What follows belongs to an exercise in optimizing a design on an open flow for small area, a short achievable clock period and few clock cycles; a production flow would make more cautious choices. Function was checked by simulation only, so behaviour that the tests miss may differ from the original. Power figures rest on the tool's default switching activity, not on a simulated workload.

**flow/run.sh**
```bash
#!/bin/bash
# The standard layout, with plain sky130 buf_1 cells as the port buffers
# (buffer_ports otherwise picks clkdlybuf4s50_1). Everything else is
# the standard.sh: the standard synthesis, floorplan, power grid, tap
# cells, placement, clock tree, routing and finishing.
set -euo pipefail
export BUFFER_PORTS_ARGS="-buffer_cell sky130_fd_sc_hd__buf_1"
bash standard.sh > standard.log 2>&1
```
**standard.sh**
```bash
#!/bin/bash
# synth_recipe.tcl (not shown) runs the flow's synth.tcl, then flattens the netlist and writes it again
# the make line also repeats each setting of config.mk as NAME=value (left out here)
make -C /OpenROAD-flow-scripts/flow DESIGN_CONFIG=/design/flow/config.mk WORK_HOME=/design/flow/orfs CLKGATE_MAP_FILE= SYNTH_SCRIPT=/design/flow/synth_recipe.tcl "${@:-finish}"
```
**config.mk**
```make
export PLATFORM = sky130hd
export DESIGN_NAME = tc_engine
export DESIGN_NICKNAME = tc_engine
export VERILOG_FILES = /design/flow/design.v
export SDC_FILE = /design/flow/constraint.sdc
export NUM_CORES = 4
export LEC_CHECK = 0
export CAP_MARGIN = 20
export CORE_MARGIN = 2
export CORE_UTILIZATION = 40
export SETUP_SLACK_MARGIN = 2
export SLEW_MARGIN = 20
```
**constraint.sdc**
```tcl
create_clock -name core_clock -period 60.0 [get_ports {clk}]
set_input_delay 12.0000 -clock core_clock [delete_from_list [all_inputs] [get_ports {clk}]]
set_output_delay 12.0000 -clock core_clock [all_outputs]
set_load 0.01 [all_outputs]
```
**design.v**
```verilog
module tc_engine (
    input  wire        clk,
    input  wire        rst,           
    input  wire        cmd_valid,
    output reg         cmd_ready,
    input  wire [1:0]  cmd_op,        
    input  wire [47:0] cmd_data,      
    input  wire [15:0] cmd_cent,      
    input  wire        cmd_midf,      
    output reg         done,
    output reg  [2:0]  done_evt,      
    output reg  [2:0]  eng_state,
    output reg         mode,
    output wire [3:0]  err_code,
    output wire [5:0]  sec,
    output wire [5:0]  min,
    output wire [4:0]  hr,
    output wire [31:0] days,
    output reg  [1:0]  page,
    output reg  [15:0] cent,
    output reg         midf,
    output wire        bank,
    output wire [1:0]  blink,
    output wire        lcd_on,
    output wire [47:0] disp0,         
    output wire [47:0] disp1
);
    localparam [1:0] OP_TICK = 2'd0, OP_COMMIT = 2'd1, OP_LAUNCH = 2'd2, OP_RESTORE = 2'd3;
    localparam [2:0] ST_IDLE = 3'd0, ST_COUNTING = 3'd2, ST_UNLOCKING = 3'd3,
                     ST_TERMINAL = 3'd4, ST_ERROR = 3'd5;
    localparam [2:0] PH_IDLE = 3'd0, PH_COMMIT = 3'd1, PH_R1 = 3'd2, PH_RC = 3'd3,
                     PH_R2 = 3'd4, PH_RADD = 3'd5, PH_DD = 3'd6;
    function [6:0] f60;
        input [6:0] i;
        begin
            f60[0] = (i[0]);
            f60[1] = (!i[6] & !i[5] & !i[4] & !i[2] & i[1]) | (i[5] & !i[4] & !i[3] & !i[2] & !i[1]) | (i[6] & !i[4] & i[2] & !i[1]) | (i[5] & !i[4] & i[2] & i[1]) | (!i[6] & !i[5] & !i[4] & i[3]) | (i[6] & i[4] & !i[3] & !i[2] & !i[1]) | (i[5] & i[4] & !i[2] & i[1]) | (!i[6] & !i[5] & i[4] & i[2] & !i[1]) | (i[5] & i[4] & i[3]) | (i[6] & i[4] & i[2] & i[1]);
            f60[2] = (!i[6] & !i[5] & !i[4] & i[2] & !i[1]) | (i[6] & !i[4] & !i[3] & !i[2] & !i[1]) | (i[5] & !i[4] & !i[2] & i[1]) | (i[6] & !i[4] & i[2] & i[1]) | (i[5] & !i[4] & i[3]) | (!i[6] & !i[5] & i[4] & !i[3] & !i[2] & !i[1]) | (i[6] & i[4] & !i[2] & i[1]) | (i[5] & i[4] & i[2] & !i[1]) | (i[6] & i[4] & i[3]) | (!i[6] & !i[5] & i[4] & i[2] & i[1]);
            f60[3] = (!i[5] & !i[4] & i[2] & i[1]) | (!i[6] & !i[5] & i[3]) | (i[5] & !i[3] & !i[2]) | (i[6] & !i[4] & i[1]) | (i[6] & i[2]) | (i[6] & i[4] & i[3]) | (i[5] & i[4] & !i[3] & !i[1]) | (!i[6] & !i[5] & i[4] & !i[2] & !i[1]);
            f60[4] = (!i[6] & !i[5] & i[4] & i[1]) | (!i[6] & !i[5] & i[4] & i[2]) | (i[5] & !i[4] & !i[3] & !i[2]) | (i[6] & !i[4] & !i[3]) | (!i[6] & i[4] & i[3]) | (!i[6] & i[4] & i[2] & i[1]);
            f60[5] = (i[5] & i[2]) | (i[6] & !i[4] & !i[3]) | (i[5] & i[3]) | (i[5] & i[4]);
            f60[6] = (i[6] & i[3]) | (i[6] & i[4]);
        end
    endfunction
    function [9:0] f24;
        input [9:0] i;
        begin
            f24[0] = (i[0]);
            f24[1] = (i[9] & !i[5] & i[2] & !i[1]) | (i[9] & i[3]) | (!i[9] & !i[8] & i[5] & i[4] & !i[3] & !i[2] & !i[1]) | (i[9] & i[5] & !i[2] & i[1]) | (!i[8] & i[6] & !i[3] & !i[2] & !i[1]) | (i[8] & i[7] & !i[3] & !i[1]) | (i[7] & i[2] & !i[1]) | (!i[8] & i[7] & i[3]) | (i[8] & !i[7] & !i[6] & !i[5] & i[3]) | (i[6] & i[4] & !i[3] & !i[2] & !i[1]) | (i[8] & i[6] & !i[5] & i[2] & i[1]) | (i[6] & i[5] & !i[3] & !i[2] & !i[1]) | (i[8] & !i[6] & i[5] & i[1]) | (!i[9] & !i[8] & !i[7] & !i[6] & !i[4] & i[1]) | (!i[9] & !i[7] & !i[6] & !i[5] & !i[2] & i[1]) | (!i[8] & i[6] & i[4] & i[2] & !i[1]) | (!i[9] & !i[8] & !i[7] & !i[6] & i[2] & i[1]) | (i[7] & i[4] & i[3]) | (!i[8] & i[6] & i[5] & i[4] & i[3]) | (!i[8] & i[6] & i[5] & i[2] & !i[1]) | (i[6] & !i[5] & !i[4] & i[2] & i[1]) | (i[8] & i[5] & !i[4] & i[2] & i[1]) | (i[6] & i[5] & i[4] & i[2] & !i[1]) | (i[8] & i[6] & !i[5] & !i[4] & i[1]);
            f24[2] = (!i[9] & !i[8] & !i[7] & !i[6] & !i[5] & i[2]) | (i[8] & !i[7] & !i[6] & !i[5] & !i[3] & !i[2]) | (i[8] & i[7] & !i[4] & i[2] & !i[1]) | (i[9] & !i[5] & !i[4] & i[3]) | (!i[8] & i[7] & !i[4] & i[3]) | (i[8] & i[7] & i[4] & i[2] & i[1]) | (i[8] & i[7] & i[4] & i[3]) | (i[9] & i[5] & !i[3] & !i[2]) | (i[8] & !i[6] & i[5] & i[2]) | (!i[9] & !i[8] & !i[6] & i[5] & i[3]) | (!i[8] & i[6] & !i[5] & !i[4] & !i[3] & !i[2] & !i[1]) | (i[8] & i[6] & !i[5] & i[3]) | (!i[8] & i[6] & !i[5] & i[4] & !i[2] & i[1]) | (i[8] & i[6] & i[5] & !i[4] & !i[3] & !i[2] & !i[1]) | (!i[8] & i[6] & i[5] & !i[4] & !i[2] & i[1]) | (!i[8] & i[6] & i[5] & !i[4] & i[2] & !i[1]) | (i[8] & i[6] & i[5] & i[4] & !i[2] & i[1]) | (i[8] & i[5] & i[4] & i[2] & !i[1]) | (!i[8] & i[6] & i[5] & i[4] & i[2] & i[1]) | (!i[8] & !i[6] & !i[5] & !i[4] & i[2] & i[1]) | (i[8] & i[7] & !i[4] & !i[2] & i[1]) | (!i[9] & !i[8] & i[5] & i[4] & i[3]) | (i[8] & i[6] & !i[5] & i[4] & !i[2] & !i[1]) | (!i[8] & i[6] & !i[5] & i[4] & i[2] & !i[1]) | (!i[8] & !i[6] & i[5] & i[4] & !i[3] & !i[2] & !i[1]);
            f24[3] = (!i[8] & i[7] & !i[3] & !i[2] & !i[1]) | (i[9] & !i[5] & !i[3] & !i[2] & !i[1]) | (i[8] & !i[7] & !i[6] & !i[5] & i[2] & !i[1]) | (i[8] & i[7] & !i[4] & i[2] & i[1]) | (!i[9] & !i[8] & !i[7] & !i[6] & !i[5] & i[3]) | (i[9] & i[5] & i[2] & !i[1]) | (!i[8] & i[6] & !i[5] & !i[4] & !i[2] & i[1]) | (i[8] & i[6] & i[5] & !i[4] & !i[2] & i[1]) | (!i[8] & i[6] & i[5] & !i[4] & i[2] & i[1]) | (i[8] & !i[6] & i[5] & i[3]) | (!i[9] & !i[8] & !i[6] & i[5] & i[4] & !i[2] & i[1]) | (i[8] & i[6] & !i[5] & i[4] & !i[2] & i[1]) | (!i[8] & i[6] & !i[5] & i[4] & i[2] & i[1]) | (i[8] & i[6] & i[5] & i[4] & i[2] & i[1]);
            f24[4] = (i[9] & !i[5] & !i[4] & i[1]) | (i[9] & !i[5] & !i[4] & i[2]) | (i[9] & !i[4] & i[3]) | (i[9] & !i[4] & i[2] & i[1]) | (!i[8] & i[6] & !i[4] & !i[3] & !i[2]) | (i[7] & !i[4] & i[1]) | (i[8] & i[7] & !i[4] & !i[3]) | (i[7] & !i[4] & i[2]) | (i[8] & !i[6] & !i[5] & !i[4] & i[2] & i[1]) | (!i[8] & i[7] & !i[4] & i[3]) | (i[8] & !i[7] & !i[6] & !i[5] & !i[4] & i[3]) | (i[8] & i[6] & !i[5] & i[4] & i[2]) | (i[6] & i[5] & !i[4] & !i[3] & !i[2]) | (i[8] & !i[6] & i[5] & i[4]) | (!i[9] & !i[8] & !i[7] & !i[6] & !i[5] & i[4]) | (i[8] & i[6] & i[4] & i[3]) | (!i[8] & i[6] & i[5] & !i[4] & !i[3]) | (i[9] & i[4] & !i[3] & !i[2] & !i[1]) | (!i[6] & i[5] & i[4] & i[2] & !i[1]) | (i[8] & !i[7] & !i[6] & i[4] & !i[3] & !i[1]) | (i[6] & !i[5] & i[4] & i[3]) | (!i[9] & !i[6] & i[5] & i[4] & i[3]) | (i[9] & i[5] & i[4] & !i[3] & !i[2]) | (!i[9] & !i[6] & i[5] & i[4] & i[2]) | (i[8] & !i[7] & !i[6] & i[4] & !i[2] & i[1]) | (!i[8] & i[7] & i[4] & !i[3] & !i[2] & !i[1]);
            f24[5] = (i[8] & i[7] & !i[4] & i[3]) | (i[8] & i[7] & i[4] & !i[3] & !i[2] & !i[1]) | (!i[8] & i[7] & i[4] & !i[2] & i[1]) | (i[9] & !i[5] & i[4] & !i[2] & i[1]) | (!i[8] & i[7] & i[4] & i[2] & !i[1]) | (i[9] & !i[5] & i[4] & i[2] & !i[1]) | (i[8] & !i[7] & !i[6] & !i[5] & i[4] & i[2] & i[1]) | (i[8] & !i[7] & !i[6] & !i[5] & i[4] & i[3]) | (!i[9] & !i[8] & !i[6] & i[5] & !i[4] & !i[3] & !i[2]) | (i[9] & i[5] & i[4] & i[2] & i[1]) | (i[8] & i[6] & !i[5] & !i[4] & !i[3] & !i[2]) | (i[8] & i[6] & i[5] & !i[4] & i[2]) | (!i[8] & i[6] & !i[5] & !i[4] & i[2]) | (!i[8] & i[6] & i[5] & !i[4] & i[3]) | (!i[8] & i[6] & i[5] & i[4] & !i[3] & !i[2] & !i[1]) | (i[9] & i[5] & i[4] & i[3]);
            f24[6] = (i[9] & i[4] & i[2] & i[1]) | (i[9] & i[4] & i[3]) | (i[9] & i[5]) | (!i[6] & i[5] & i[2]) | (!i[6] & i[5] & i[3]) | (i[7] & !i[4]) | (i[7] & !i[3] & !i[2] & !i[1]) | (i[8] & !i[6] & i[5]) | (!i[6] & i[5] & i[4]) | (i[6] & !i[5] & !i[4] & !i[3] & !i[2]) | (i[5] & i[4] & i[3]) | (i[8] & i[5] & i[3]) | (i[8] & i[5] & i[4]) | (i[5] & i[4] & i[1]) | (i[5] & i[4] & i[2]) | (!i[8] & i[6] & !i[5] & !i[4] & !i[3]) | (!i[8] & i[7] & !i[3] & !i[2]) | (!i[8] & i[7] & i[2] & !i[1]);
            f24[7] = (i[6] & i[3]) | (i[6] & i[4]) | (i[7] & !i[4]) | (i[7] & !i[3] & !i[2] & !i[1]) | (i[8] & i[6] & i[2]) | (i[6] & i[5]) | (!i[8] & i[7] & !i[3] & !i[2]) | (!i[8] & i[7] & i[2] & !i[1]);
            f24[8] = (!i[8] & i[7] & i[4] & i[2] & i[1]) | (!i[8] & i[7] & i[4] & i[3]) | (i[8] & !i[7]) | (i[8] & !i[4]) | (i[8] & !i[3] & !i[2] & !i[1]);
            f24[9] = (i[9]) | (i[8] & i[7] & i[4] & i[1]) | (i[8] & i[7] & i[4] & i[3]) | (i[8] & i[7] & i[4] & i[2]);
        end
    endfunction
    function [7:0] yadd_s;
        input [6:0] i;
        begin
            yadd_s[0] = (i[0]);
            yadd_s[1] = (!i[3] & !i[2] & !i[1]) | (i[2] & i[1]);
            yadd_s[2] = (!i[2] & !i[1]);
            yadd_s[3] = (!i[2] & i[1]);
            yadd_s[4] = (!i[4] & i[2]) | (!i[4] & i[3]) | (i[4] & !i[3] & !i[2]);
            yadd_s[5] = (i[5] & i[4] & i[2]) | (i[6] & !i[4]) | (i[6] & !i[3] & !i[2]) | (i[5] & i[4] & i[3]);
            yadd_s[6] = (!i[6] & !i[5] & !i[4]) | (!i[6] & !i[5] & !i[3] & !i[2]) | (i[6] & i[4] & i[2]) | (i[6] & i[4] & i[3]);
            yadd_s[7] = (i[4] & i[2]) | (i[4] & i[3]) | (i[5]) | (i[6]);
        end
    endfunction
    function [7:0] yadd_m;
        input [7:0] i;
        begin
            yadd_m[0] = (i[7] & !i[0]) | (!i[7] & i[0]);
            yadd_m[1] = (i[7] & i[1] & i[0]) | (i[2] & !i[1] & !i[0]) | (!i[7] & i[2] & !i[1]) | (!i[7] & i[3]) | (i[3] & !i[0]);
            yadd_m[2] = (i[7] & i[2] & i[0]) | (i[2] & i[1]) | (!i[7] & i[3]) | (i[3] & !i[0]);
            yadd_m[3] = (!i[7] & !i[3] & !i[2] & !i[1]) | (!i[3] & !i[2] & !i[1] & !i[0]) | (i[7] & i[3] & i[0]);
            yadd_m[4] = (i[7] & !i[4] & i[0]) | (!i[4] & i[1]) | (!i[4] & i[2]) | (!i[4] & i[3]) | (!i[7] & i[4] & !i[3] & !i[2] & !i[1]) | (i[4] & !i[3] & !i[2] & !i[1] & !i[0]);
            yadd_m[5] = (i[5] & i[4] & i[3]) | (i[7] & i[5] & i[4] & i[0]) | (i[5] & i[4] & i[1]) | (i[5] & i[4] & i[2]) | (i[6] & !i[4]) | (!i[7] & i[6] & !i[3] & !i[2] & !i[1]) | (i[6] & !i[3] & !i[2] & !i[1] & !i[0]);
            yadd_m[6] = (!i[6] & !i[5] & !i[4]) | (!i[7] & !i[6] & !i[5] & !i[3] & !i[2] & !i[1]) | (i[6] & i[4] & i[1]) | (i[6] & i[4] & i[3]) | (!i[6] & !i[5] & !i[3] & !i[2] & !i[1] & !i[0]) | (i[7] & i[6] & i[4] & i[0]) | (i[6] & i[4] & i[2]);
            yadd_m[7] = (i[4] & i[1]) | (i[7] & i[4] & i[0]) | (i[4] & i[2]) | (i[4] & i[3]) | (i[5]) | (i[6]);
        end
    endfunction
    function [6:0] yadd_h;
        input [6:0] i;
        begin
            yadd_h[0] = (!i[6] & !i[0]) | (i[6] & i[0]);
            yadd_h[1] = (!i[3] & !i[2] & !i[1] & i[0]) | (i[6] & !i[3] & !i[2] & !i[1]) | (!i[6] & !i[2] & i[1] & !i[0]) | (i[6] & i[2] & i[1]) | (!i[6] & i[3] & !i[0]) | (i[2] & i[1] & i[0]);
            yadd_h[2] = (i[5] & i[1] & i[0]) | (i[6] & i[5] & i[1]) | (!i[5] & !i[3] & !i[2] & !i[1]) | (!i[4] & i[3] & i[0]) | (!i[6] & !i[5] & !i[3] & !i[2] & !i[0]) | (i[6] & !i[4] & i[3]);
            yadd_h[3] = (i[6] & !i[5] & !i[2] & i[1]) | (!i[5] & !i[2] & i[1] & i[0]) | (!i[6] & i[2] & !i[1] & !i[0]);
            yadd_h[4] = (!i[4] & i[2] & i[0]) | (i[6] & !i[4] & i[2]) | (!i[4] & i[2] & i[1]) | (!i[4] & i[3]) | (i[4] & !i[3] & !i[2]) | (!i[6] & i[4] & !i[3] & !i[1] & !i[0]);
            yadd_h[5] = (i[6] & i[4] & i[2]) | (!i[6] & i[4] & i[3] & !i[0]) | (i[4] & i[2] & i[0]) | (i[4] & i[2] & i[1]);
            yadd_h[6] = (i[5]) | (i[6] & i[4] & i[3]) | (i[4] & i[3] & i[0]);
        end
    endfunction
    function [19:0] mrom;
        input [5:0] i;
        begin
            mrom[0] = 1'b1;
            mrom[1] = 1'b1;
            mrom[2] = (i[5] & i[2] & i[1]) | (!i[5] & i[4] & i[1]) | (i[5] & !i[4] & !i[2] & i[0]) | (!i[5] & !i[3] & !i[1] & i[0]) | (!i[5] & !i[4] & !i[1] & !i[0]) | (i[5] & i[4] & !i[1] & !i[0]);
            mrom[3] = (!i[5] & !i[1] & i[0]) | (!i[4] & !i[3] & !i[2]) | (i[2] & i[1] & !i[0]) | (!i[5] & i[3]) | (i[3] & i[0]) | (i[5] & !i[2] & i[1]) | (i[5] & i[2] & !i[0]);
            mrom[4] = (!i[4] & !i[3] & !i[2] & !i[1]) | (i[2] & i[1]) | (i[1] & !i[0]) | (!i[5] & !i[3] & !i[1] & i[0]) | (i[5] & i[3] & !i[0]);
            mrom[5] = (!i[2] & i[1]) | (i[5] & !i[4] & !i[3] & !i[1]) | (!i[5] & !i[3] & !i[2] & i[0]) | (i[2] & !i[1] & !i[0]);
            mrom[6] = (!i[4]) | (!i[1] & !i[0]) | (i[5] & !i[1]);
            mrom[7] = (i[0]);
            mrom[8] = (!i[4] & !i[1]) | (i[4] & i[1]);
            mrom[9] = (!i[4] & !i[2] & !i[1]) | (i[2] & i[1]);
            mrom[10] = (!i[3] & !i[2] & !i[1]) | (i[4]);
            mrom[11] = (!i[4] & !i[3] & !i[2] & !i[1]);
            mrom[12] = (!i[4] & !i[3] & !i[2] & !i[1]);
            mrom[13] = (!i[4] & !i[3] & !i[2] & !i[1]);
            mrom[14] = (!i[4] & !i[3] & !i[2] & !i[1]);
            mrom[15] = (!i[4] & !i[3] & !i[2] & !i[1]);
            mrom[16] = (!i[4] & !i[3] & !i[2] & !i[1]);
            mrom[17] = (!i[4] & !i[3] & !i[2] & !i[1]);
            mrom[18] = (!i[4] & !i[3] & !i[2] & !i[1]);
            mrom[19] = (!i[4] & !i[3] & !i[2] & !i[1]);
        end
    endfunction
    function [5:0] b2b6;
        input [6:0] i;
        begin
            b2b6[0] = (i[0]);
            b2b6[1] = (!i[4] & i[1]) | (i[4] & !i[1]);
            b2b6[2] = (!i[5] & !i[4] & i[2]) | (!i[5] & i[4] & !i[2] & i[1]) | (i[5] & !i[4] & !i[2]) | (i[5] & !i[2] & !i[1]) | (!i[5] & i[2] & !i[1]) | (i[5] & i[4] & i[2] & i[1]);
            b2b6[3] = (!i[6] & !i[4] & i[3]) | (i[5] & !i[4] & i[2]) | (i[6] & !i[4] & !i[3]) | (i[6] & i[4] & i[3]) | (i[6] & i[2] & i[1]) | (!i[6] & !i[5] & i[4] & !i[3] & !i[2]) | (i[5] & i[4] & !i[3] & !i[2] & !i[1]) | (!i[6] & !i[5] & i[4] & !i[3] & !i[1]);
            b2b6[4] = (!i[5] & i[4] & i[2] & i[1]) | (!i[5] & i[4] & i[3]) | (i[5] & !i[4]) | (i[6] & i[3]) | (i[5] & !i[3] & !i[2] & !i[1]) | (i[6] & i[4]);
            b2b6[5] = (i[5] & i[4] & i[1]) | (i[5] & i[4] & i[2]) | (i[5] & i[4] & i[3]) | (i[6]);
        end
    endfunction
    function [4:0] b2b5;
        input [5:0] i;
        begin
            b2b5[0] = (i[0]);
            b2b5[1] = (!i[4] & i[1]) | (i[4] & !i[1]);
            b2b5[2] = (i[5]) | (!i[4] & i[2]) | (i[4] & !i[2] & i[1]) | (i[2] & !i[1]);
            b2b5[3] = (!i[4] & i[3]) | (i[4] & !i[3] & !i[2]) | (i[4] & !i[3] & !i[1]);
            b2b5[4] = (i[5]) | (i[4] & i[3]) | (i[4] & i[2] & i[1]);
        end
    endfunction
    function [6:0] glyph;
        input [3:0] i;
        begin
            glyph[0] = (!i[2] & !i[0]) | (i[1]) | (i[3]) | (i[2] & i[0]);
            glyph[1] = (!i[2]) | (!i[1] & !i[0]) | (i[1] & i[0]);
            glyph[2] = (!i[1]) | (i[0]) | (i[2]);
            glyph[3] = (!i[2] & !i[0]) | (i[3]) | (!i[2] & i[1]) | (i[2] & !i[1] & i[0]) | (i[1] & !i[0]);
            glyph[4] = (!i[2] & !i[0]) | (i[1] & !i[0]);
            glyph[5] = (!i[1] & !i[0]) | (i[3]) | (i[2] & !i[1]) | (i[2] & !i[0]);
            glyph[6] = (!i[2] & i[1]) | (i[2] & !i[1]) | (i[3]) | (i[2] & !i[0]);
        end
    endfunction
    function [3:0] add3;
        input [3:0] i;
        begin
            add3[0] = (i[3] & !i[0]) | (!i[3] & !i[2] & i[0]) | (i[2] & i[1] & !i[0]);
            add3[1] = (i[3] & !i[0]) | (!i[2] & i[1]) | (i[1] & i[0]);
            add3[2] = (i[3] & i[0]) | (i[2] & !i[1] & !i[0]);
            add3[3] = (i[2] & i[0]) | (i[3]) | (i[2] & i[1]);
        end
    endfunction
    function [3:0] inc10;
        input [3:0] i;
        begin
            inc10[0] = (!i[0]);
            inc10[1] = (!i[3] & !i[1] & i[0]) | (i[1] & !i[0]);
            inc10[2] = (!i[2] & i[1] & i[0]) | (i[2] & !i[1]) | (i[2] & !i[0]);
            inc10[3] = (i[3] & !i[0]) | (i[2] & i[1] & i[0]);
        end
    endfunction
    function [3:0] dec10;
        input [3:0] i;
        begin
            dec10[0] = (!i[0]);
            dec10[1] = (i[3] & !i[0]) | (i[1] & i[0]) | (i[2] & !i[1] & !i[0]);
            dec10[2] = (i[3] & !i[0]) | (i[2] & i[0]) | (i[2] & i[1]);
            dec10[3] = (!i[3] & !i[2] & !i[1] & !i[0]) | (i[3] & i[0]);
        end
    endfunction
    function [19:0] radd;
        input [19:0] a, b;
        input        ci;
        reg c;
        integer i;
        begin
            c = ci;
            for (i = 0; i < 20; i = i + 1) begin
                radd[i] = a[i] ^ b[i] ^ c;
                c = (a[i] & b[i]) | (c & (a[i] ^ b[i]));
            end
        end
    endfunction
    function [23:0] dd2;
        input [23:0] x;
        input [1:0]  b;
        reg [23:0] y;
        integer k;
        begin
            for (k = 0; k < 6; k = k + 1) y[4*k +: 4] = add3(x[4*k +: 4]);
            y = {y[22:0], b[1]};
            for (k = 0; k < 6; k = k + 1) y[4*k +: 4] = add3(y[4*k +: 4]);
            dd2 = {y[22:0], b[0]};
        end
    endfunction
    function [23:0] bcd_inc;
        input [23:0] x;
        reg c;
        integer k;
        begin
            c = 1'b1;
            for (k = 0; k < 6; k = k + 1) begin
                bcd_inc[4*k +: 4] = c ? inc10(x[4*k +: 4]) : x[4*k +: 4];
                c = c & (x[4*k +: 4] == 4'd9);
            end
        end
    endfunction
    function [15:0] fword;
        input [3:0] t, o;
        begin
            fword = {1'b0, glyph(t), 1'b0, glyph(o)};
        end
    endfunction
    reg [3:0]  s_o, m_o, h_o;         
    reg [2:0]  s_t, m_t;
    reg [1:0]  h_t;
    reg [19:0] dys;                   
    reg [23:0] dbcd;                  
    reg [15:0] dic;                   
    reg        errf;                  
    reg [2:0]  ph;
    reg [3:0]  cnt;
    reg        flag;                  
    reg        yl;                    
    reg        inc;                   
    wire show_time = (eng_state == ST_COUNTING) || (eng_state == ST_UNLOCKING);
    assign sec = b2b6({s_t, s_o});
    assign min = b2b6({m_t, m_o});
    assign hr  = b2b5({h_t, h_o});
    assign days = {12'd0, dys};
    assign err_code = {2'b00, errf, 1'b0};
    assign blink = {(eng_state == ST_ERROR) || (eng_state == ST_TERMINAL), 1'b0};
    assign bank = (eng_state == ST_COUNTING) && (page != 2'd0);
    assign lcd_on = (eng_state != ST_IDLE) && !((eng_state == ST_COUNTING) && (page == 2'd2));
    assign disp0 = show_time ? {fword({2'b00, h_t}, h_o), fword({1'b0, m_t}, m_o), fword({1'b0, s_t}, s_o)}
                 : (eng_state == ST_ERROR) ? 48'h7950_5000_005B
                 : (eng_state == ST_TERMINAL) ? 48'h6F6F_6F6F_6F6F : 48'd0;
    reg [47:0] dpage;
    reg        lead;
    integer p;
    always @(*) begin
        lead = 1'b1;
        for (p = 5; p >= 0; p = p - 1) begin
            if (dbcd[4*p +: 4] != 4'd0 || p == 0) lead = 1'b0;
            dpage[16*(p/2) + 8*(p%2) +: 8] = lead ? 8'd0 : {1'b0, glyph(dbcd[4*p +: 4])};
        end
    end
    assign disp1 = (eng_state == ST_COUNTING && mode) ? dpage : 48'd0;
    wire take = cmd_valid && cmd_ready;
    wire [1:0] op = cmd_op;
    wire [3:0] ya = cmd_data[47:44], yb = cmd_data[43:40];
    wire [3:0] mt = cmd_data[39:36], mo = cmd_data[35:32];
    wire [3:0] dt = cmd_data[31:28], dn = cmd_data[27:24];
    wire [3:0] ht = cmd_data[23:16+4], hn = cmd_data[19:16];
    wire [3:0] it = cmd_data[15:12], in_ = cmd_data[11:8];
    wire [3:0] st_ = cmd_data[7:4], sn = cmd_data[3:0];
    wire leap_in = !yb[0] && (yb[1] == ya[0]);
    wire feb = (mt == 4'd0) && (mo == 4'd2);
    wire m31 = (mt == 4'd0) ? (mo == 4'd1 || mo == 4'd3 || mo == 4'd5 || mo == 4'd7 || mo == 4'd8)
                            : (mo == 4'd0 || mo == 4'd2);
    wire digs_ok = (ya <= 4'd9) && (yb <= 4'd9) && (mo <= 4'd9) && (dn <= 4'd9)
                && (hn <= 4'd9) && (in_ <= 4'd9) && (sn <= 4'd9);
    wire mm_ok = (mt == 4'd0) ? (mo != 4'd0) : (mt == 4'd1) && (mo <= 4'd2);
    wire dd_ok = (dt <= 4'd2) ? ((dt != 4'd0 || dn != 4'd0) && !(feb && dt == 4'd2 && dn == 4'd9 && !leap_in))
               : (dt == 4'd3) && ((dn == 4'd0 && !feb) || (dn == 4'd1 && m31));
    wire hh_ok = (ht <= 4'd1) || (ht == 4'd2 && hn <= 4'd3);
    wire ts_ok = digs_ok && mm_ok && dd_ok && hh_ok && (it <= 4'd5) && (st_ <= 4'd5);
    wire yhi = (ya >= 4'd5);          
    wire hms_zero = {s_t, s_o, m_t, m_o, h_t, h_o} == 20'd0;
    wire hms_one  = {h_t, h_o, m_t, m_o, s_t} == 16'd0 && s_o == 4'd1;
    wire hms_top  = h_t == 2'd2 && h_o == 4'd3 && m_t == 3'd5 && m_o == 4'd9 && s_t == 3'd5 && s_o == 4'd9;
    wire dys_zero = dys == 20'd0;
    wire [3:0] cx = dbcd[19:16];
    wire [1:0] cu = dbcd[21:20];
    wire [6:0] fs = f60({s_t, s_o});
    wire [6:0] fm = f60({m_t, m_o});
    wire [3:0] xh = (cu == 2'd1) ? cx : fm[6:3];
    wire [9:0] fh = f24({h_t, h_o, xh});
    wire [7:0] ys = yadd_s({s_t, s_o});
    wire [7:0] ym = yadd_m({ys[7], m_t, m_o});
    wire [6:0] yh = yadd_h({ym[7], h_t, h_o});
    wire [3:0] ra = dbcd[18:15], rb = dbcd[14:11];
    wire       rmt = dbcd[10];
    wire [3:0] rmo = dbcd[9:6];
    wire [1:0] rdt = dbcd[5:4];
    wire [3:0] rdo = dbcd[3:0];
    wire       rleap = !rb[0] && (rb[1] == ra[0]);
    wire [1:0] k2 = cnt[1:0];
    wire [15:0] cent_inc = cent + 16'd1;
    wire [15:0] dic_inc = dic + 16'd1;
    wire cent_big = (cent[15:5] != 11'd0) || (cent[4:2] == 3'b111);
    reg [19:0] a_op, b_op;
    reg        c_in;
    always @(*) begin
        a_op = dys; b_op = 20'd0; c_in = 1'b0;
        case (ph)
        PH_IDLE: begin
            if (mode) c_in = 1'b1; else b_op = 20'hFFFFF;
        end
        PH_COMMIT: begin
            if (yl) begin
                b_op = 20'd365; c_in = yh[6];
            end else if (!dys_zero && !flag) begin
                a_op = {dys[17:0], 2'b00}; b_op = dys;
            end else begin
                a_op = {dys[18:0], 1'b0}; b_op = {16'd0, (cu == 2'd2) ? cx : fh[9:6]};
            end
        end
        PH_R1: begin
            a_op = flag ? 20'd0 : {dys[18:0], 1'b0};
            case ({ra[k2], rb[k2]})
                2'b00: b_op = 20'd0;
                2'b01: b_op = 20'd1461;
                2'b10: b_op = 20'd14610;
                default: b_op = 20'd16071;
            endcase
        end
        PH_RC: begin
            case (k2)
                2'd2: b_op = mrom({rleap, rmt, rmo});
                2'd1: b_op = {13'd0, rdt, rdt, 3'b000};
                default: b_op = {14'd0, rdo, 2'b00};
            endcase
        end
        PH_R2: begin
            a_op = {dys[18:0], 1'b0};
            b_op = cent[cnt[2:0]] ? 20'd36525 : 20'd0;
        end
        default: begin  
            b_op = {4'd0, dic};
        end
        endcase
    end
    wire [19:0] sum = radd(a_op, b_op, c_in);
    function ge1e6;
        input [19:0] v;
        reg gt, eq;
        integer i;
        reg [19:0] c;
        begin
            c = 20'd1000000; gt = 1'b0; eq = 1'b1;
            for (i = 19; i >= 0; i = i - 1) begin
                gt = gt | (eq & v[i] & !c[i]);
                eq = eq & (v[i] == c[i]);
            end
            ge1e6 = gt | eq;
        end
    endfunction
    always @(posedge clk) begin
        if (rst) begin
            cmd_ready <= 1'b1;
            done <= 1'b0; done_evt <= 3'b000;
            eng_state <= ST_IDLE; mode <= 1'b0; errf <= 1'b0;
            {s_t, s_o, m_t, m_o, h_t, h_o} <= 20'd0;
            dys <= 20'd0; page <= 2'd0; cent <= 16'd0; midf <= 1'b0;
            ph <= PH_IDLE;
        end else begin
            done <= 1'b0;
            case (ph)
            PH_IDLE: if (take) begin
                case (op)
                OP_TICK: begin
                    done <= 1'b1;
                    done_evt <= 3'b000;
                    if (eng_state == ST_COUNTING && !mode) begin
                        if (hms_zero && dys_zero) begin
                            eng_state <= ST_UNLOCKING; done_evt <= 3'b001;
                        end else begin
                            if (s_o != 4'd0) s_o <= s_o - 4'd1;
                            else begin
                                s_o <= 4'd9;
                                if (s_t != 3'd0) s_t <= s_t - 3'd1;
                                else begin
                                    s_t <= 3'd5;
                                    if (m_o != 4'd0) m_o <= m_o - 4'd1;
                                    else begin
                                        m_o <= 4'd9;
                                        if (m_t != 3'd0) m_t <= m_t - 3'd1;
                                        else begin
                                            m_t <= 3'd5;
                                            if (h_o != 4'd0) h_o <= h_o - 4'd1;
                                            else if (h_t != 2'd0) begin h_o <= 4'd9; h_t <= h_t - 2'd1; end
                                            else begin h_o <= 4'd3; h_t <= 2'd2; dys <= sum; end
                                        end
                                    end
                                end
                            end
                            if (hms_one && dys_zero) begin
                                eng_state <= ST_UNLOCKING; done_evt <= 3'b001;
                            end
                        end
                    end else if (eng_state == ST_COUNTING && mode) begin
                        if (s_o != 4'd9) s_o <= s_o + 4'd1;
                        else begin
                            s_o <= 4'd0;
                            if (s_t != 3'd5) s_t <= s_t + 3'd1;
                            else begin
                                s_t <= 3'd0;
                                if (m_o != 4'd9) m_o <= m_o + 4'd1;
                                else begin
                                    m_o <= 4'd0;
                                    if (m_t != 3'd5) m_t <= m_t + 3'd1;
                                    else begin
                                        m_t <= 3'd0;
                                        if (hms_top) begin h_o <= 4'd0; h_t <= 2'd0; end
                                        else if (h_o != 4'd9) h_o <= h_o + 4'd1;
                                        else begin h_o <= 4'd0; h_t <= h_t + 2'd1; end
                                    end
                                end
                            end
                        end
                        if (hms_top) begin
                            if (dic_inc == 16'd36525) begin
                                cent <= cent_inc; midf <= 1'b0; dic <= 16'd0; done_evt <= 3'b100;
                            end else begin
                                dic <= dic_inc;
                                if (dic_inc == 16'd18263 && !midf) begin
                                    midf <= 1'b1; done_evt <= 3'b100;
                                end
                            end
                            if (dbcd == 24'h999999) begin
                                eng_state <= ST_TERMINAL; dys <= 20'd0; page <= 2'd0;
                            end else begin
                                dys <= sum; dbcd <= bcd_inc(dbcd);
                                page <= (page == 2'd2) ? 2'd0 : page + 2'd1;
                            end
                        end else begin
                            page <= dys_zero ? 2'd0 : (page == 2'd2) ? 2'd0 : page + 2'd1;
                        end
                    end
                end
                OP_LAUNCH: begin
                    done <= 1'b1; done_evt <= 3'b010;
                    {s_t, s_o, m_t, m_o, h_t, h_o} <= 20'd0;
                    dys <= 20'd0; cent <= 16'd0; midf <= 1'b0; dbcd <= 24'd0; dic <= 16'd0;
                    mode <= 1'b1; page <= 2'd0; eng_state <= ST_COUNTING;
                end
                OP_COMMIT: begin
                    cmd_ready <= 1'b0; done_evt <= 3'b010;
                    {s_t, s_o, m_t, m_o, h_t, h_o} <= 20'd0;
                    dys <= 20'd0; dbcd <= {2'b00, cmd_data[21:0]};
                    mode <= 1'b0; page <= 2'd0; eng_state <= ST_COUNTING;
                    ph <= PH_COMMIT; cnt <= 4'd4; flag <= 1'b0; yl <= 1'b0;
                end
                default: begin  
                    if (!ts_ok) begin
                        done <= 1'b1; done_evt <= 3'b000;
                        eng_state <= ST_ERROR; errf <= 1'b1;
                    end else begin
                        cmd_ready <= 1'b0;
                        done_evt <= {cmd_midf ^ yhi, 2'b00};
                        inc <= cmd_midf && !yhi;
                        cent <= cmd_cent; midf <= yhi;
                        s_t <= st_[2:0]; s_o <= sn; m_t <= it[2:0]; m_o <= in_;
                        h_t <= ht[1:0]; h_o <= hn;
                        dbcd <= {5'd0, ya, yb, mt[0], mo, dt[1:0], dn};
                        ph <= PH_R1; cnt <= 4'd3; flag <= 1'b1;
                    end
                end
                endcase
            end
            PH_COMMIT: begin
                if (yl) begin
                    {s_t, s_o} <= ys[6:0];
                    {m_t, m_o} <= ym[6:0];
                    {h_t, h_o} <= yh[5:0];
                    dys <= sum;
                    if (cx == 4'd1) yl <= 1'b0;
                    dbcd[19:16] <= cx - 4'd1;
                end else if (!dys_zero && !flag) begin
                    dys <= sum; flag <= 1'b1;
                end else begin
                    s_t <= fs[2:0]; s_o <= (cu == 2'd0) ? cx : 4'd0;
                    m_t <= fm[2:0]; m_o <= fs[6:3];
                    {h_t, h_o} <= fh[5:0];
                    dys <= sum; flag <= 1'b0;
                    if (cu == 2'd3 && cx != 4'd0) yl <= 1'b1;
                end
                if ((yl && cx == 4'd1) || (!yl && (dys_zero || flag) && !(cu == 2'd3 && cx != 4'd0))) begin
                    dbcd[19:0] <= {dbcd[15:0], 4'd0};
                    cnt <= cnt - 4'd1;
                    if (cnt == 4'd0) begin
                        ph <= PH_IDLE; done <= 1'b1; cmd_ready <= 1'b1;
                    end
                end
            end
            PH_R1: begin
                dys <= sum; flag <= 1'b0;
                if (flag) begin
                    if (inc) cent <= cent_inc;
                end else if (cent_big) begin
                    eng_state <= ST_TERMINAL; page <= 2'd0; dys <= 20'd0;
                    {s_t, s_o, m_t, m_o, h_t, h_o} <= 20'd0;
                    ph <= PH_IDLE; done <= 1'b1; cmd_ready <= 1'b1;
                end
                cnt <= cnt - 4'd1;
                if (cnt == 4'd0) begin ph <= PH_RC; cnt <= 4'd2; end
            end
            PH_RC: begin
                dys <= sum;
                cnt <= cnt - 4'd1;
                if (cnt == 4'd0) begin
                    dic <= sum[17:2]; dys <= 20'd0;
                    ph <= PH_R2; cnt <= 4'd4;
                end
            end
            PH_R2: begin
                dys <= sum;
                cnt <= cnt - 4'd1;
                if (cnt == 4'd0) ph <= PH_RADD;
            end
            PH_RADD: begin
                if (ge1e6(sum)) begin
                    eng_state <= ST_TERMINAL; page <= 2'd0; dys <= 20'd0;
                    {s_t, s_o, m_t, m_o, h_t, h_o} <= 20'd0;
                    ph <= PH_IDLE; done <= 1'b1; cmd_ready <= 1'b1;
                end else begin
                    dys <= sum; dbcd <= 24'd0;
                    ph <= PH_DD; cnt <= 4'd9;
                end
            end
            default: begin  
                dbcd <= dd2(dbcd, dys[19:18]);
                dys <= {dys[17:0], dys[19:18]};
                cnt <= cnt - 4'd1;
                if (cnt == 4'd0) begin
                    eng_state <= ST_COUNTING; mode <= 1'b1; page <= 2'd0;
                    ph <= PH_IDLE; done <= 1'b1; cmd_ready <= 1'b1;
                end
            end
            endcase
        end
    end
endmodule
```
==> impl_metrics.toml, run 1 <==
[global_routing]
grt-ovfl-total = 0
track_usage_pct = 32.3
grt_max_degree = 58
grt_pass1_wl_mm = 111
antenna_found_initial = 2
first_global_vias = 18100

[yosys]
synth.distinct_cells = 113
ys_ff_latch = 119
synth_adder_area_share_pct = 8.34
synth-async-reset-ratio_pct = 0
yosys.area_share.simple_pct = 25.3
synthTopCellsByArea = "dfxtp_1, edfxtp_1, o21ai_0, a21oi_1, ha_1"
synth_top_area_share_pct = 8.62
avgSynthCellArea_um2 = 6.94
syn_area_um2 = 16700
synth_ff_type = "dfxtp_1"
synthXorXnorAreaFrac_pct = 2.88
syn-instance-count = 2409
ys_top_cells_by_count = "nand2_1, nor2_1, o21ai_0"
ys_seq_area_share_pct = 17.1
synth_enable_flop_cells = 47
synth-compound-area-share_pct = 34.7
ys_warn_count = 1
yosysMostFrequentCell = "nand2_1"
synthMuxAreaShare_pct = 2.77
synth_top_family_by_area = "compound AO/OA/AOI/OAI gates"
yosys.area.top_type = "dfxtp_1"

[worst_setup_path]
cp-end-kind = "output pin"
cpPeakStageDelay_ns = 0.70
cp_max_fo = 23
crit_chain = "nor2_1 > nand4_1 > nand4b_1 > nor4b_1 > nand2b_1 > a21oi_1 > buf_1"
required_ns = 48.00
critPathLaunchType = "register"
critPathKind = "register to output pin"
cp.arrival_ns = 3.39
worst_path_max_delay_cell = "edfxtp_1"

[clocking]
cts-root-buf = "clkbuf_16"
clk_latency_ns = 0.44
cts-htree-levels = 4
post_cts_resized = 0
cts_tree = "yes"
cts_buffers = 17
clock-sinks = 119
cts_hold_buf = 0
clk_path_buf_depth = 2
cts_setup_buffers = 0
path_clk_slew_ns = 0.06

[finish]
synthToLayoutAreaGrowth_pct = 8.46
fin_nets = 2645
fillers = 4339
multi_input_area_um2 = 12500
layout-drive-gt1-share_pct = 6.87
seqCellArea_um2 = 2850
stdcell_count = 3022

[pwr]
p_comb_share_pct = 57.4
peakVddDrop_mv = 0.0215
power.density_nw_per_um2 = 27.8
clkPwrFrac_pct = 19.3
p_int_w = 0.000247
p_switching_w = 0.000256
switching_share_pct = 50.9
leakagePower_nw = 6.64
sequentialPowerShare_pct = 23.3

[floorplanning]
initial_core_util_pct = 40.7
fp.dieH_um = 208
row_count = 74
coreArea_um2 = 41000
die_w_um = 208
dieArea_um2 = 43400
ioPinCount = 251

[timing]
slew_headroom_pct = 16.2
maxSlewViolCount = 0
finalSetupViolations = 0
timing_worst_slew_pin_value_ns = 1.25
clock_skew_ns = 0.0151
fmax_mhz = 65.0
finalSetupTns_ns = 0
rsz0062_at_grt = "no"
post-route-min-period_ns = 15.39
final_hold_viol_count = 0
period_share_pct = 25.7

[min_path]
hp-class = "register to register"

[detailed_routing]
vias_per_cell = 6.55
route.detailed.drc = 0
vias = 19800
drtAntennaViolNets = 0
wire_per_inst_um = 24.3
drt-total-wl_mm = 73.5
drtPass1Iterations = 8
drtIter0Drc = 2639

[placement]
io_buffers = 222
place_hpwl_mm = 53.8
dp_cells = 2988
gp_congestion = 1.01

[status]
status = "timing/DRC/antenna clean"

[job]
max_cap_viol_count = 0
-- power by group through the flow --
stage,Combinational (W),Sequential [W],Clock (W)
after floorplan,0.000206,0.000106,0
after global placement,0.000280,0.000118,0
after detailed placement,0.000282,0.000118,0
after CTS,0.000283,0.000116,0.0000968
after global routing,0.000313,0.000118,0.000100
final,0.000289,0.000117,0.0000970
-- final timing paths --
check | startpoint | endpoint | slack [ns] | depth (start not counted)
hold / removal | done_evt[1] | done_evt[1] | 0.46 | 2
setup / recovery | dbcd[20] | disp1[17] | 44.61 | 7
setup reg to reg | dbcd[20] | dbcd[23] | 45.72 | 36
hold reg to reg | done_evt[1] | done_evt[1] | 0.46 | 2
-- flip-flops by register name (all words and copies together), names as in the netlist --
| signal | count |
|---|---|
| h_t | 2 |
| cnt | 4 |
| eng_state | 3 |
| ph | 3 |
| cmd_ready | 1 |
| s_o | 4 |
| m_o | 4 |
| dic | 16 |
| cent | 16 |
| midf | 1 |
| flag | 1 |
| dys | 20 |
| m_t | 3 |
| mode | 1 |
| yl | 1 |
| done | 1 |
| done_evt | 3 |
| page | 2 |
| h_o | 4 |
| errf | 1 |
| s_t | 3 |
| dbcd | 24 |
| inc | 1 |
-- layout make-up --
| type | count | share of cell area, % |
|---|---|---|
| Antenna cell | 2 | 0.0276 |
| Clock buffer | 17 | 2.35 |
| Clock inverter | 15 | 0.594 |
| Inverter | 91 | 1.88 |
| Multi-Input combinational cell | 1971 | 68.9 |
| Sequential cell | 119 | 15.7 |
| Tap cell | 532 | 3.67 |
| Timing Repair Buffer | 275 | 6.80 |
-- kinds of logic (layout without fill, tap and decap cells) --
group,after synthesis,in the layout
other,1,30
AO/OA/AOI/OAI,876,876
AND/OR/NAND/NOR,872,872
XOR/XNOR,55,55
multiplexers,40,40
flip-flops,119,119
buffers and inverters,346,398
adder cells (fa/ha/maj),100,100
-- critical path, delay by kind of cell, from the launching register on --
kind	cells	cell delay (ns)
AO/OA/AOI/OAI	1	0.11
flip-flops	1	0.70
buffers and inverters	1	0.17
AND/OR/NAND/NOR	5	1.97
-- cell usage in the layout, fill, tap and decap left out, drive strengths merged, types with 13 or more instances in the layout --
cell / synthesis / layout
mux2i: 29 / 29
conb: 1 / 28
nor3: 103 / 103
a22oi: 38 / 38
a21oi: 219 / 219
inv: 82 / 84
a31oi: 50 / 50
a221oi: 45 / 45
o31ai: 17 / 17
nor2b: 28 / 28
ha: 81 / 81
edfxtp: 47 / 47
buf: 84 / 274
fa: 19 / 19
clkbuf: 171 / 18
and3: 20 / 20
o211ai: 27 / 27
nor3b: 14 / 14
or2: 16 / 16
nor2: 249 / 249
a211oi: 53 / 53
nand3: 58 / 58
o2111ai: 13 / 13
nand2b: 21 / 21
nand4: 21 / 21
o22ai: 26 / 26
xor2: 24 / 24
nor4: 29 / 29
o21ai: 251 / 251
nand2: 258 / 258
clkinv: 9 / 16
xnor2: 31 / 31
dfxtp: 72 / 72
-- routing by layer --
layer | GRT usage (%) | vias up | wire, µm
met5 | 0 | - | 0
met4 | 15.3 | 0 | 3940
met3 | 5.21 | 211 | 6930
met2 | 52.5 | 1175 | 33300
met1 | 41.7 | 9429 | 29300
li1 | - | 8976 | -
-- through the flow --
| step | utilization, % | hold WS [ns] | setup slack (ns) | total power, W | instance area (µm²) |
|---|---|---|---|---|---|
| 2_1_floorplan | - | 0.438 | 45.60 | 0.000312 | 16800 |
| 3_3_place_gp | 42.9 | 0.445 | 44.63 | 0.000397 | 17600 |
| 3_5_place_dp | 42.9 | 0.455 | 44.49 | 0.000400 | 17600 |
| 4_1_cts | 44.2 | 0.461 | 44.65 | 0.000496 | 18100 |
| 5_1_grt | 44.2 | 0.486 | 44.44 | 0.000532 | 18100 |
| 6_report | 44.2 | 0.459 | 44.61 | 0.000503 | 18100 |
Testbench counts, summed over its fixed seeds: cycles 27,028.
==> inputs of run 2 (changes only) <==
==> run.sh (new file) <==
#!/bin/bash
# synth_recipe.tcl (not shown) runs the flow's synth.tcl, then flattens the netlist and writes it again
# the make line also repeats each setting of config.mk as NAME=value (left out here)
make -C /OpenROAD-flow-scripts/flow DESIGN_CONFIG=/design/flow/config.mk WORK_HOME=/design/flow/orfs CLKGATE_MAP_FILE= SYNTH_SCRIPT=/design/flow/synth_recipe.tcl finish
removed: flow/run.sh
removed: standard.sh
==> run 2 against run 1 <==
Effect of this change: final cell count barely moved; die area did not move; design area rose by 8.0%; combinational power rose by 8.0%; register-to-register slack improved by 0.16 ns; first-iteration DRC count rose by 0.99%; sequential power barely moved; routed wire length rose by 2.1%; non-clock buffer count did not move; largest cell class unchanged.
==> impl_metrics.toml, run 2 <==
[clocking]
post_cts_resized = 0
cts_tree = "yes"
path_clk_slew_ns = 0.06
cts_hold_buf = 0
cts_setup_buffers = 0
cts-htree-levels = 4
cts-root-buf = "clkbuf_16"
clock-sinks = 119
clk_latency_ns = 0.45
clk_path_buf_depth = 2
cts_buffers = 17

[detailed_routing]
drt-met1-wl_mm = 30.3
route.detailed.drc = 0
highest_layer = "met5"
drtIter0Drc = 2665
vias_per_cell = 6.57
vias = 19900
wire_per_inst_um = 24.9
drtAntennaViolNets = 0
drt-total-wl_mm = 75.1
met3_length_mm = 6.60
wl_met2_mm = 34.2
drtPass1Iterations = 6

[yosys]
yosys.area_share.simple_pct = 25.3
synth.distinct_cells = 113
syn_area_um2 = 16700
synth-compound-area-share_pct = 34.7
synthXorXnorAreaFrac_pct = 2.88
synth_ff_type = "dfxtp_1"
ys_seq_area_share_pct = 17.1
ys_warn_count = 1
syn-instance-count = 2409
synthMuxAreaShare_pct = 2.77
yosysMostFrequentCell = "nand2_1"
ys_top_cells_by_count = "nand2_1, nor2_1, o21ai_0"
synthTopCellsByArea = "dfxtp_1, edfxtp_1, o21ai_0, a21oi_1, ha_1"
yosys.area.top_type = "dfxtp_1"
avgSynthCellArea_um2 = 6.94
synth-async-reset-ratio_pct = 0
synth_adder_area_share_pct = 8.34
synth_top_family_by_area = "compound AO/OA/AOI/OAI gates"
synth_top_area_share_pct = 8.62
synth_enable_flop_cells = 47
ys_ff_latch = 119

[timing]
clock_skew_ns = 0.0137
timing_worst_slew_pin_value_ns = 1.24
period_share_pct = 26.3
fmax_mhz = 63.3
rsz0062_at_grt = "no"
post-route-min-period_ns = 15.80
hold_slack_ns = 0.458
finalSetupTns_ns = 0
maxSlewViolCount = 0
final_hold_viol_count = 0
finalSetupViolations = 0
slew_headroom_pct = 17.3

[min_path]
hp-class = "register to register"
holdCritStartpoint = "done_evt[1]"

[floorplanning]
row_count = 74
fp.dieH_um = 208
die_w_um = 208
ioPinCount = 251
initial_core_util_pct = 40.7
coreArea_um2 = 41000
dieArea_um2 = 43400

[pwr]
power.density_nw_per_um2 = 27.6
peakVddDrop_mv = 0.0204
leakagePower_nw = 7.22

[global_routing]
first_global_vias = 18400
antenna_found_initial = 1
grt-ovfl-total = 0
grt_pass1_wl_mm = 114
grt_max_degree = 59
track_usage_pct = 33.4

[finish]
reg.largest.list = "dbcd (24), dys (20)"
synthToLayoutAreaGrowth_pct = 17.2
largest_register = "dbcd"
largest_reg_flops = 24
final_common_cell = "nand2_1"
layout-drive-gt1-share_pct = 6.87
fin_nets = 2645
final_cell_mix = "nand2_1, nor2_1, o21ai_0, clkdlybuf4s50_1, a21oi_1"

[worst_setup_path]
r2r_start = "m_t[2]"
required_ns = 48.00
cp-end-kind = "output pin"
critPathKind = "register to output pin"
critPathLaunchType = "register"
cp.arrival_ns = 3.80
crit_path_start = "eng_state[1]"
cp_max_fo = 16

[job]
max_cap_viol_count = 0

[status]
status = "timing/DRC/antenna clean"

[placement]
io_buffers = 222
gp_congestion = 0.971
place_hpwl_mm = 55.1
## run 2: cells by family after synthesis
logic type | after synthesis
AOI/OAI and AO/OA | 876
and+or+nand+nor | 872
buffers and inverters | 346
DFF | 119
adders and majority gates | 100
xor gates and xnor gates | 55
muxes | 40
other | 1
## run 2: path summary, 6_finish.rpt
check / slack (ns) / end / depth (start not counted)
max reg2reg: 45.88 / dbcd[22] / 40
max: 44.20 / disp1[6] / 4
min: 0.46 / done_evt[1] / 2
min reg2reg: 0.46 / done_evt[1] / 2
## run 2: routing by layer
metal  GRT usage [%]  vias up
li1                -     8957
met1            43.8     9517
met2            53.1     1164
met3            5.36      221
met4            16.9        2
met5               0        -
## run 2: area by class of cell
type,count,area [µm²]
Sequential cell,119,2850
Fill cell,4171,21400
Tap cell,532,666
Timing Repair Buffer,275,2620
Clock inverter,12,140
Antenna cell,1,2.50
Clock buffer,20,468
Inverter,91,342
Multi-Input combinational cell,1971,12500
## run 2: critical path, cell delays in order, from the launching register on
cell             delay [ns]
dfxtp_1                0.47
nor3b_1                1.02
nand2_1                0.80
a31oi_1                0.44
clkdlybuf4s50_1        0.61
## run 2: power breakdown
part           leakage [nW]  internal [W]  switching (W)
sequential             1.02     0.0000946      0.0000247
clock                 0.289     0.0000652      0.0000440
combinational          5.91      0.000123       0.000189
## run 2: stage by stage
stage	power [W]	utilization, %	area [µm²]	std cells	setup WS [ns]
floorplan	0.000312	-	16800	2436	45.60
global placement	0.000422	46.3	19000	2988	44.58
detailed placement	0.000425	46.3	19000	2988	44.45
CTS	0.000534	47.7	19600	3020	44.33
global route	0.000569	47.7	19600	3020	44.06
finish	0.000540	47.7	19600	3021	44.20

[re-timing with driven ports]
No port has a modelled driver above. Below, the same layouts with a new extraction and two added sets of constraints.
Step 1 sets driving cells, clkbuf_16 on the clock port and buf_2 on the other inputs (assumed; they add their load-dependent delay and slew).
Step 2 times the ports against the registers' clock, not the clock port: input delays grow and output delays shrink by t, the midpoint of the rising clock arrivals with the driver on.
Three values: ideal ports, drivers, drivers and shift; two values: the first two.
run | t (ns) | setup slack, ns | worst setup path after step 2 | slew at the worst register clock pin (ns)
run 1 | 0.488 | 44.608 / 44.549 / 44.370 | input to register | 0.07 / 0.07
run 2 | 0.504 | 44.197 / 44.134 / 44.276 | input to register | 0.07 / 0.07
After both steps every run listed still meets setup and hold. The setup slack of run 1, which loses most, moves by -0.059 ns with the drivers and by -0.238 ns with both steps.
